Context: an optimization exercise on an open-source flow, tuned for small area, a short achievable clock period and few clock cycles. The choices shown serve that exercise and are no tape-out recipe.
Where RTL was checked, it was by simulation tests only, not by an equivalence proof against the original.
No activity file was given, so power comes from the tool's default toggle rates.

yarrow:
Design ulz_decomp, start of the top module:
module ulz_decomp (
    input  wire        clk,
    input  wire        rst,         
    input  wire        start,       
    input  wire [15:0] in_len,      
    input  wire [15:0] out_cap,     
    output wire        ready,
    output reg         done,        
    output wire        ok,          
    output wire [15:0] result,      
    output wire        in_re,
    output wire [15:0] in_addr,
    input  wire [7:0]  in_rdata,
    output wire        out_we,
    output wire [15:0] out_waddr,
    output wire [7:0]  out_wdata,
    output wire        out_re,
    output wire [15:0] out_raddr,
    input  wire [7:0]  out_rdata
);
Size in the first run: ~1,700 cells after synthesis, about 260 flip-flops.
clock: 10.0 ns
lec_check: 0
cap_margin: 20
core_margin: 2
core_utilization: 60
cts_cluster_diameter: 100
cts_cluster_size: 22
setup_slack_margin: 5
slew_margin: 20
standard.sh (not shown) runs the stock make flow with config.mk's settings and CLKGATE_MAP_FILE= SYNTH_SCRIPT=/design/flow/synth_recipe.tcl, a recipe that flattens the netlist after the stock synthesis.
==> flow/flow/run.sh <==
#!/bin/bash
set -euo pipefail
sed -e 's/SETUP_SLACK_MARGIN=[0-9.]*/SETUP_SLACK_MARGIN=6.8/' standard.sh > standard_margin.sh
bash standard_margin.sh > standard_margin.log 2>&1
yarrow finished end to end and its layout was clean on timing, DRC and antenna.
> inputs changed (yarrow -> violet)
--- a/flow/design.v
+++ b/flow/design.v
@@ -245,20 +245,21 @@
         if (s_idle) begin
             endp  <= out_cap;
             endhi <= 1'b0;
         end else if ((vcx | vax) & vvalid) begin
             endp  <= add1[15:0];
             endhi <= (add1[17:16] != 2'd0) | vbig;
         end
-        src <= s_vb ? add1[15:0] : src + 16'd1;
-        if (s_vb) begin
+        if (s_vb & vvalid) begin
+            src    <= add1[15:0];
             offbad <= !add1[17] | vbig;
             fwd1   <= vz;
             fwd2   <= v1;
-        end
+        end else if (st_ref_rd)
+            src <= src + 16'd1;
         lastq <= vcx ? v1 : st_lit_rd ? eq_p2 : eq_p1;
         if (s_idle)
             fin <= 1'b0;
         else if (s_c2 | s_r1)
             fin <= sub2_z;
         if (esc_go)
             ret <= {s_vb, vax};
| non-clock buffer share of cell area | lower: violet |. Taking violet over yarrow, the wire length on met3 ratio works out to 0.79. In the tables for violet and yarrow, post-route worst setup slack reads higher with violet. Total stage count of the critical path for violet is lower than for yarrow. Design area: violet vs yarrow down 0.38%. The via count reported for violet is lower than the one for yarrow. Utilization after layout sits lower in violet than in yarrow. Relative to yarrow, the wire length measured on violet has decreased slightly. Non-clock buffer count (violet vs. yarrow) increases by a few percent. Looking at synthesis-to-finish area growth, violet sits 1.4 points below yarrow.
Testbench counts of violet, summed over its fixed seeds: cycles 261,657.
Function not checked in yarrow: the RTL went through the layout flow alone.

== trial 23 ==
The RTL this note starts from:
==> flow/design.v <==
module ulz_decomp (
    input  wire        clk,
    input  wire        rst,         
    input  wire        start,       
    input  wire [15:0] in_len,      
    input  wire [15:0] out_cap,     
    output wire        ready,
    output reg         done,        
    output wire        ok,          
    output wire [15:0] result,      
    output wire        in_re,
    output wire [15:0] in_addr,
    input  wire [7:0]  in_rdata,
    output wire        out_we,
    output wire [15:0] out_waddr,
    output wire [7:0]  out_wdata,
    output wire        out_re,
    output wire [15:0] out_raddr,
    input  wire [7:0]  out_rdata
);
    localparam I_IDLE = 0;
    localparam I_INIT = 1;    
    localparam I_HRD  = 2;    
    localparam I_HW1  = 3;    
    localparam I_HW2  = 4;    
    localparam I_CAP  = 5;    
    localparam I_VC   = 6;    
    localparam I_C2   = 7;    
    localparam I_LIT  = 8;    
    localparam I_VA   = 9;    
    localparam I_VB   = 10;   
    localparam I_R1   = 11;   
    localparam I_REF  = 12;   
    localparam I_FIN  = 13;   
    localparam I_ESC  = 14;   
    localparam NS     = 15;
    reg [NS-1:0] st;
    reg          okr;
    wire s_idle = st[I_IDLE];
    wire s_init = st[I_INIT];
    wire s_hrd  = st[I_HRD];
    wire s_hw1  = st[I_HW1];
    wire s_hw2  = st[I_HW2];
    wire s_cap  = st[I_CAP];
    wire s_vc   = st[I_VC];
    wire s_c2   = st[I_C2];
    wire s_lit  = st[I_LIT];
    wire s_va   = st[I_VA];
    wire s_vb   = st[I_VB];
    wire s_r1   = st[I_R1];
    wire s_ref  = st[I_REF];
    wire s_fin  = st[I_FIN];
    wire s_esc  = st[I_ESC];
    reg [15:0] head;             
    reg [15:0] avail;            
    reg [15:0] fa;               
    reg [2:0]  cnt;
    reg        hbig;             
    reg [15:0] size;
    reg [15:0] rp;               
    reg [15:0] o;                
    reg [15:0] endp;             
    reg        endhi;            
    reg [15:0] src;              
    reg        offbad;           
    reg        fwd1, fwd2;       
    reg        fin;              
    reg [1:0]  ret;              
    reg [25:0] bb;               
    reg [4:0]  bn;               
    reg        fp;               
    reg        ibv;              
    reg [7:0]  ib;               
    reg        vvalid;
    reg [16:0] vval;             
    reg        vbig;             
    reg        vesc;             
    reg        vz;               
    reg [1:0]  vm;               
    reg        ire;              
    reg [15:0] ia;               
    reg        fq;               
    reg        ore;              
    reg        pf;               
    reg        r1, r1lit;        
    reg        wv;               
    reg [7:0]  wd, wd2;          
    wire st_lit_rd = s_c2 | s_lit;
    wire st_ref_rd = s_r1 | s_ref;
    wire cons_port = s_init | s_hrd | st_lit_rd | (s_esc & !cnt[2]);
    wire s_v       = s_vc | s_va | s_vb;
    wire take = (vvalid & !vesc & ((s_vc & vz) | (s_va & !fin) | s_vb)) | s_c2;
    wire [2:0] t  = bb[2:0];
    wire cA = !t[0];
    wire cB = (t[1:0] == 2'b01);
    wire cC = (t == 3'b011);
    wire have = cA ? (bn >= 5'd3) : cB ? (bn >= 5'd6) : cC ? (bn >= 5'd11) : (bn >= 5'd19);
    wire [4:0] k = cA ? 5'd3 : cB ? 5'd6 : cC ? 5'd11 : 5'd19;
    wire dec = !s_idle & (!vvalid | take) & have;
    wire [2:0] lr = bn[2:0];
    wire [1:0] m  = cA ? {1'b0, lr < 3'd3} :
                    cB ? {1'b0, lr < 3'd6} :
                    cC ? ((lr < 3'd3) ? 2'd2 : 2'd1) :
                         ((lr < 3'd3) ? 2'd3 : 2'd2);
    wire [16:0] valA = {15'd0, t[2:1]};
    wire [16:0] valB = {12'd0, ({1'b0, bb[5:3], t[2]} + 5'd4)};
    wire [16:0] valC = {8'd0, ({1'b0, bb[10:3]} + 9'd20)};
    wire [16:0] valD = {1'b0, bb[18:3]} + 17'd276;
    wire        escD = (bb[18:3] == 16'hFFFF);
    wire [25:0] bb_app = bb | (ibv ? ({18'd0, ib} << bn) : 26'd0);
    wire [4:0]  bn_app = bn + {1'b0, ibv, 3'b000};
    wire [15:0] head_nx = s_idle ? 16'd0 : cons_port ? head + 16'd1 : head;
    wire [15:0] fa_nx   = s_idle ? in_len : (s_init | fq) ? fa - 16'd1 : fa;
    wire [15:0] rp_inc = rp + 16'd1;
    wire [16:0] avx = ({17{s_v}} & {15'd0, vm}) | ({17{s_c2}} & vval) |
                      {14'd0, s_esc, 1'b0, s_init | s_hrd};
    wire [17:0] av_d   = {2'b0, avail} - {1'b0, avx};
    wire        av_bad = av_d[17];
    wire [16:0] addb = s_vb ? ~vval : vval;
    wire [17:0] add1 = {2'b0, rp} + {1'b0, addb} + {17'd0, s_va};
    wire [17:0] sub2 = {2'b0, size} + {1'b0, ~endhi, ~endp} + {17'd0, s_c2};
    wire        sub2_c = sub2[17];
    wire        sub2_z = (sub2[16:0] == 17'd0);
    wire        h_last  = !ib[7] || cnt[2];
    wire        h_bad   = cnt[2] && (ib[7:4] != 4'd0);
    wire last_lit = (rp_inc == endp);
    wire last_ref = (rp == endp);
    wire slow_bad = (s_cap & (hbig | sub2_c)) |
                    (s_c2 & (av_bad | vbig | endhi | !sub2_c)) |
                    (s_r1 & (offbad | endhi | !sub2_c));
    wire av_lt_m = (avail[15:2] == 14'd0) && (avail[1:0] < vm);
    wire go_fail = pf |
                   ((s_init | s_hrd) & (avail == 16'd0)) |
                   (s_hw2 & h_bad) |
                   (s_v & vvalid & !(s_va & fin) & av_lt_m) |
                   (s_esc & (cnt == 3'd0) & (avail < 16'd4));
    wire go_ok   = (s_cap & !hbig & (size == 16'd0)) |
                   (s_fin & !r1 & !pf);
    wire esc_go   = s_v & vvalid & vesc & !(s_va & fin);
    wire esc_back = s_esc & (cnt == 3'd5);
    wire [NS-1:0] nx;
    assign nx[I_IDLE] = (s_idle & !start) | go_fail | go_ok;
    assign nx[I_INIT] = s_idle & start;
    assign nx[I_HRD]  = s_hw2 & !h_last & !go_fail;
    assign nx[I_HW1]  = (s_init | s_hrd) & !go_fail;
    assign nx[I_HW2]  = s_hw1;
    assign nx[I_CAP]  = s_hw2 & h_last & !go_fail;
    assign nx[I_VC]   = (s_cap & !go_fail & !go_ok) |
                        (s_vc & !vvalid & !go_fail) |
                        (s_ref & last_ref & !fin & !go_fail) |
                        (esc_back & (ret == 2'd0));
    assign nx[I_C2]   = s_vc & vvalid & !vesc & !vz & !go_fail;
    assign nx[I_LIT]  = ((s_c2 | s_lit) & !last_lit & !go_fail);
    assign nx[I_VA]   = (s_vc & vvalid & !vesc & vz & !go_fail) |
                        (s_va & !vvalid & !fin & !go_fail) |
                        (s_c2 & last_lit & !go_fail) |
                        (s_lit & last_lit & !fin & !go_fail) |
                        (esc_back & (ret == 2'd1));
    assign nx[I_VB]   = (s_va & vvalid & !fin & !vesc & !go_fail) |
                        (s_vb & !vvalid & !go_fail) |
                        (esc_back & (ret == 2'd2));
    assign nx[I_R1]   = s_vb & vvalid & !vesc & !go_fail;
    assign nx[I_REF]  = (s_r1 | (s_ref & !last_ref)) & !go_fail;
    assign nx[I_FIN]  = ((s_lit & last_lit & fin) |
                         (s_va & fin) |
                         (s_ref & last_ref & fin) |
                         (s_fin & r1)) & !go_fail;
    assign nx[I_ESC]  = (esc_go & !go_fail) | (s_esc & !esc_back & !go_fail);
    always @(posedge clk) begin
        if (rst) begin
            st   <= {{(NS-1){1'b0}}, 1'b1};
            ore  <= 1'b0;
            pf   <= 1'b0;
            done <= 1'b0;
            r1   <= 1'b0;
            wv   <= 1'b0;
        end else begin
            st   <= nx;
            ore  <= nx[I_R1] | nx[I_REF];
            pf   <= slow_bad & !go_fail;
            done <= go_fail | go_ok;
            r1   <= (st_lit_rd | st_ref_rd) & !go_fail;
            wv   <= r1 & !go_fail;
        end
    end
    always @(posedge clk) begin
        if (go_fail | go_ok)
            okr <= go_ok;
        if (r1) begin
            wd  <= r1lit ? in_rdata : fwd1 ? wd : fwd2 ? wd2 : out_rdata;
            wd2 <= wd;
        end
        r1lit <= st_lit_rd;
        if (s_idle)
            o <= 16'd0;
        else if (wv)
            o <= o + 16'd1;
        head <= head_nx;
        if (s_idle)
            avail <= in_len;
        else if (s_init | s_hrd | (s_v & vvalid & !(s_va & fin)) | s_c2 | (s_esc & (cnt == 3'd0)))
            avail <= av_d[15:0];
        if (s_idle)
            rp <= 16'd0;
        else if (st_lit_rd | st_ref_rd)
            rp <= rp_inc;
        if (s_idle | esc_go)
            cnt <= 3'd0;
        else if (s_hw2 | s_esc)
            cnt <= cnt + 3'd1;
        if (s_init | go_fail)
            size <= 16'd0;
        else if (s_hw2) begin
            case (cnt)
            3'd0: size[6:0]   <= ib[6:0];
            3'd1: size[13:7]  <= ib[6:0];
            3'd2: size[15:14] <= ib[1:0];
            default: ;
            endcase
        end
        if (s_idle)
            hbig <= 1'b0;
        else if (s_hw2)
            hbig <= hbig | (cnt == 3'd2 && ib[6:2] != 5'd0) |
                           (cnt == 3'd3 && ib[6:0] != 7'd0) |
                           (cnt == 3'd4 && ib[3:0] != 4'd0);
        if (s_idle) begin
            endp  <= out_cap;
            endhi <= 1'b0;
        end else if ((s_vc | s_va) & vvalid) begin
            endp  <= add1[15:0];
            endhi <= (add1[17:16] != 2'd0) | vbig;
        end
        if (s_vb & vvalid) begin
            src    <= add1[15:0];
            offbad <= !add1[17] | vbig;
            fwd1   <= vz;
            fwd2   <= (vval == 17'd1);
        end else if (st_ref_rd)
            src <= src + 16'd1;
        if (s_idle)
            fin <= 1'b0;
        else if (s_c2 | s_r1)
            fin <= sub2_z;
        if (esc_go)
            ret <= {s_vb, s_va};
    end
    wire cons_nx = (s_idle & start) | (s_hw2 & !h_last) |
                   (s_vc & vvalid & !vesc & !vz) |
                   ((s_c2 | s_lit) & !last_lit) |
                   esc_go | (s_esc & (cnt < 3'd3));
    wire [1:0] pend = {1'b0, fq} + {1'b0, fp} + {1'b0, ibv};
    wire fill_nx = !s_idle & !cons_nx &
                   ((pend == 2'd0) ? (bn <= 5'd18) : (pend == 2'd1) ? (bn <= 5'd10) :
                    (pend == 2'd2) ? (bn <= 5'd2) : 1'b0);
    always @(posedge clk) begin
        ib  <= in_rdata;
        ibv <= fp & !s_idle;
        fp  <= fq & !s_idle;
        fq  <= fill_nx;
        ire <= cons_nx | fill_nx;
        ia  <= cons_nx ? head_nx : fa_nx;
        fa  <= fa_nx;
        if (s_idle) begin
            bb <= 26'd0;
            bn <= 5'd0;
        end else if (dec) begin
            bb <= cA ? (bb_app >> 3) : cB ? (bb_app >> 6) : cC ? (bb_app >> 11) : (bb_app >> 19);
            bn <= bn_app - k;
        end else begin
            bb <= bb_app;
            bn <= bn_app;
        end
        if (s_idle) begin
            vvalid <= 1'b0;
        end else if (dec) begin
            vvalid <= 1'b1;
            vval   <= cA ? valA : cB ? valB : cC ? valC : valD;
            vbig   <= 1'b0;
            vesc   <= !cA & !cB & !cC & escD;
            vz     <= cA & (t[2:1] == 2'b00);
            vm     <= m;
        end else begin
            if (take)
                vvalid <= 1'b0;
            if (s_v && vvalid)
                vm <= 2'd0;
            if (s_esc) begin
                case (cnt)
                3'd2: vval[7:0] <= ib;
                3'd3: begin vval[16:8] <= {1'b0, ib}; vbig <= 1'b0; end
                3'd4: vbig <= (ib != 8'd0);
                3'd5: begin
                    vesc <= 1'b0;
                    vz   <= (vval[15:0] == 16'd0) && !vbig && (ib == 8'd0);
                    vbig <= vbig | (ib != 8'd0);
                end
                default: ;
                endcase
            end
        end
    end
    assign ready     = s_idle;
    assign ok        = okr;
    assign result    = size;
    assign in_re     = ire;
    assign in_addr   = ia;
    assign out_re    = ore;
    assign out_raddr = src;
    assign out_we    = wv;
    assign out_waddr = o;
    assign out_wdata = wd;
endmodule
clock: 10.0 ns
lec_check: 0
cap_margin: 20
core_margin: 2
core_utilization: 40
setup_slack_margin: 5
slew_margin: 20
==> flow/flow/run.sh <==
#!/bin/bash
set -euo pipefail
sed -e 's/SETUP_SLACK_MARGIN=[0-9.]*/SETUP_SLACK_MARGIN=7/' standard.sh > standard_margin.sh
bash standard_margin.sh > standard_margin.log 2>&1
Testbench counts of trial 23, summed over its fixed seeds: cycles 266,038.
> inputs changed (trial 23 -> trial 72)
--- a/flow/design.v
+++ b/flow/design.v
@@ -87,10 +87,14 @@
     reg [7:0]  wd, wd2;          
     wire st_lit_rd = s_c2 | s_lit;
     wire st_ref_rd = s_r1 | s_ref;
     wire cons_port = s_init | s_hrd | st_lit_rd | (s_esc & !cnt[2]);
-    wire s_v       = s_vc | s_va | s_vb;
-    wire take = (vvalid & !vesc & ((s_vc & vz) | (s_va & !fin) | s_vb)) | s_c2;
+    wire mC  = s_ref & last_ref & !fin;
+    wire mA  = s_lit & last_lit & !fin;
+    wire vcx = s_vc | mC;
+    wire vax = (s_va & !fin) | mA;
+    wire s_v = vcx | vax | s_vb;
+    wire take = (vvalid & !vesc & ((vcx & vz) | vax | s_vb)) | s_c2;
     wire [2:0] t  = bb[2:0];
     wire cA = !t[0];
     wire cB = (t[1:0] == 2'b01);
     wire cC = (t == 3'b011);
@@ -111,14 +115,16 @@
     wire [4:0]  bn_app = bn + {1'b0, ibv, 3'b000};
     wire [15:0] head_nx = s_idle ? 16'd0 : cons_port ? head + 16'd1 : head;
     wire [15:0] fa_nx   = s_idle ? in_len : (s_init | fq) ? fa - 16'd1 : fa;
     wire [15:0] rp_inc = rp + 16'd1;
-    wire [16:0] avx = ({17{s_v}} & {15'd0, vm}) | ({17{s_c2}} & vval) |
+    wire        s_cp = s_lit | s_ref;
+    wire [16:0] avx = ({17{s_vc | s_va | s_vb | s_cp}} & {15'd0, vm}) | ({17{s_c2}} & vval) |
                       {14'd0, s_esc, 1'b0, s_init | s_hrd};
     wire [17:0] av_d   = {2'b0, avail} - {1'b0, avx};
     wire        av_bad = av_d[17];
     wire [16:0] addb = s_vb ? ~vval : vval;
-    wire [17:0] add1 = {2'b0, rp} + {1'b0, addb} + {17'd0, s_va};
+    wire [15:0] adda = s_cp ? endp : rp;
+    wire [17:0] add1 = {2'b0, adda} + {1'b0, addb} + {17'd0, s_va | s_cp};
     wire [17:0] sub2 = {2'b0, size} + {1'b0, ~endhi, ~endp} + {17'd0, s_c2};
     wire        sub2_c = sub2[17];
     wire        sub2_z = (sub2[16:0] == 17'd0);
     wire        h_last  = !ib[7] || cnt[2];
@@ -131,13 +137,13 @@
     wire av_lt_m = (avail[15:2] == 14'd0) && (avail[1:0] < vm);
     wire go_fail = pf |
                    ((s_init | s_hrd) & (avail == 16'd0)) |
                    (s_hw2 & h_bad) |
-                   (s_v & vvalid & !(s_va & fin) & av_lt_m) |
+                   (s_v & vvalid & av_lt_m) |
                    (s_esc & (cnt == 3'd0) & (avail < 16'd4));
     wire go_ok   = (s_cap & !hbig & (size == 16'd0)) |
                    (s_fin & !r1 & !pf);
-    wire esc_go   = s_v & vvalid & vesc & !(s_va & fin);
+    wire esc_go   = s_v & vvalid & vesc;
     wire esc_back = s_esc & (cnt == 3'd5);
     wire [NS-1:0] nx;
     assign nx[I_IDLE] = (s_idle & !start) | go_fail | go_ok;
     assign nx[I_INIT] = s_idle & start;
@@ -145,19 +151,17 @@
     assign nx[I_HW1]  = (s_init | s_hrd) & !go_fail;
     assign nx[I_HW2]  = s_hw1;
     assign nx[I_CAP]  = s_hw2 & h_last & !go_fail;
     assign nx[I_VC]   = (s_cap & !go_fail & !go_ok) |
-                        (s_vc & !vvalid & !go_fail) |
-                        (s_ref & last_ref & !fin & !go_fail) |
+                        (vcx & !vvalid & !go_fail) |
                         (esc_back & (ret == 2'd0));
-    assign nx[I_C2]   = s_vc & vvalid & !vesc & !vz & !go_fail;
+    assign nx[I_C2]   = vcx & vvalid & !vesc & !vz & !go_fail;
     assign nx[I_LIT]  = ((s_c2 | s_lit) & !last_lit & !go_fail);
-    assign nx[I_VA]   = (s_vc & vvalid & !vesc & vz & !go_fail) |
-                        (s_va & !vvalid & !fin & !go_fail) |
+    assign nx[I_VA]   = (vcx & vvalid & !vesc & vz & !go_fail) |
+                        (vax & !vvalid & !go_fail) |
                         (s_c2 & last_lit & !go_fail) |
-                        (s_lit & last_lit & !fin & !go_fail) |
                         (esc_back & (ret == 2'd1));
-    assign nx[I_VB]   = (s_va & vvalid & !fin & !vesc & !go_fail) |
+    assign nx[I_VB]   = (vax & vvalid & !vesc & !go_fail) |
                         (s_vb & !vvalid & !go_fail) |
                         (esc_back & (ret == 2'd2));
     assign nx[I_R1]   = s_vb & vvalid & !vesc & !go_fail;
     assign nx[I_REF]  = (s_r1 | (s_ref & !last_ref)) & !go_fail;
@@ -197,9 +201,9 @@
             o <= o + 16'd1;
         head <= head_nx;
         if (s_idle)
             avail <= in_len;
-        else if (s_init | s_hrd | (s_v & vvalid & !(s_va & fin)) | s_c2 | (s_esc & (cnt == 3'd0)))
+        else if (s_init | s_hrd | (s_v & vvalid) | s_c2 | (s_esc & (cnt == 3'd0)))
             avail <= av_d[15:0];
         if (s_idle)
             rp <= 16'd0;
         else if (st_lit_rd | st_ref_rd)
@@ -226,9 +230,9 @@
                            (cnt == 3'd4 && ib[3:0] != 4'd0);
         if (s_idle) begin
             endp  <= out_cap;
             endhi <= 1'b0;
-        end else if ((s_vc | s_va) & vvalid) begin
+        end else if ((vcx | vax) & vvalid) begin
             endp  <= add1[15:0];
             endhi <= (add1[17:16] != 2'd0) | vbig;
         end
         if (s_vb & vvalid) begin
@@ -242,12 +246,12 @@
             fin <= 1'b0;
         else if (s_c2 | s_r1)
             fin <= sub2_z;
         if (esc_go)
-            ret <= {s_vb, s_va};
+            ret <= {s_vb, vax};
     end
     wire cons_nx = (s_idle & start) | (s_hw2 & !h_last) |
-                   (s_vc & vvalid & !vesc & !vz) |
+                   (vcx & vvalid & !vesc & !vz) |
                    ((s_c2 | s_lit) & !last_lit) |
                    esc_go | (s_esc & (cnt < 3'd3));
     wire [1:0] pend = {1'b0, fq} + {1'b0, fp} + {1'b0, ibv};
     wire fill_nx = !s_idle & !cons_nx &
[summary]
[diff] setup slack after placement, trial 72 relative to trial 23: improvement. Comparing trial 23 and trial 72, the higher relative contribution of the clock network to total power was measured on trial 72. Trial 72 vs trial 23, area growth from synthesis to layout went up by 7.9 points. Trial 23 -> trial 72: total power draw decreased by more than 10%. Between trial 72 and trial 23, it is trial 72 whose critical path depth is higher, by 5. Between trial 72 and trial 23, it is trial 72 whose filler cell count is lower, by 211. Summary: with trial 23 as the reference, detailed-route vias per instance in trial 72 moved down slightly.
Function not checked in trial 72: the RTL went through the layout flow alone.

-- afterwards: timing with drivers on the ports --
No port has a modelled driver above. Below, the same layouts with a new extraction and two added sets of constraints.
Step 1 (the two cells are an assumption about what drives the block):
set clk [get_ports {clk}]
set_driving_cell -lib_cell sky130_fd_sc_hd__clkbuf_16 $clk
set_driving_cell -lib_cell sky130_fd_sc_hd__buf_2 [delete_from_list [all_inputs] $clk]
Step 2 times the ports against the registers' clock, not the clock port: input delays grow and output delays shrink by t, the midpoint of the rising clock arrivals with the driver on.
a / b / c = ideal ports / drivers / drivers and shift; a / b = the first two.
| run | shift t [ns] | setup WS [ns] | cell pins on the clock port's net |
|---|---|---|---|
| yarrow | 0.534 | 6.726 / 6.726 / 6.414 | 1 |
| violet | 0.536 | 6.829 / 6.779 / 6.447 | 1 |
| trial 23 | 0.640 | 6.795 / 6.762 / 6.511 | 1 |
| trial 72 | 0.631 | 6.736 / 6.736 / 6.330 | 1 |
After both steps setup and hold are still met in every run listed. The setup slack of trial 72, which loses most, moves by 0.000 ns with the drivers and by -0.406 ns with both steps.
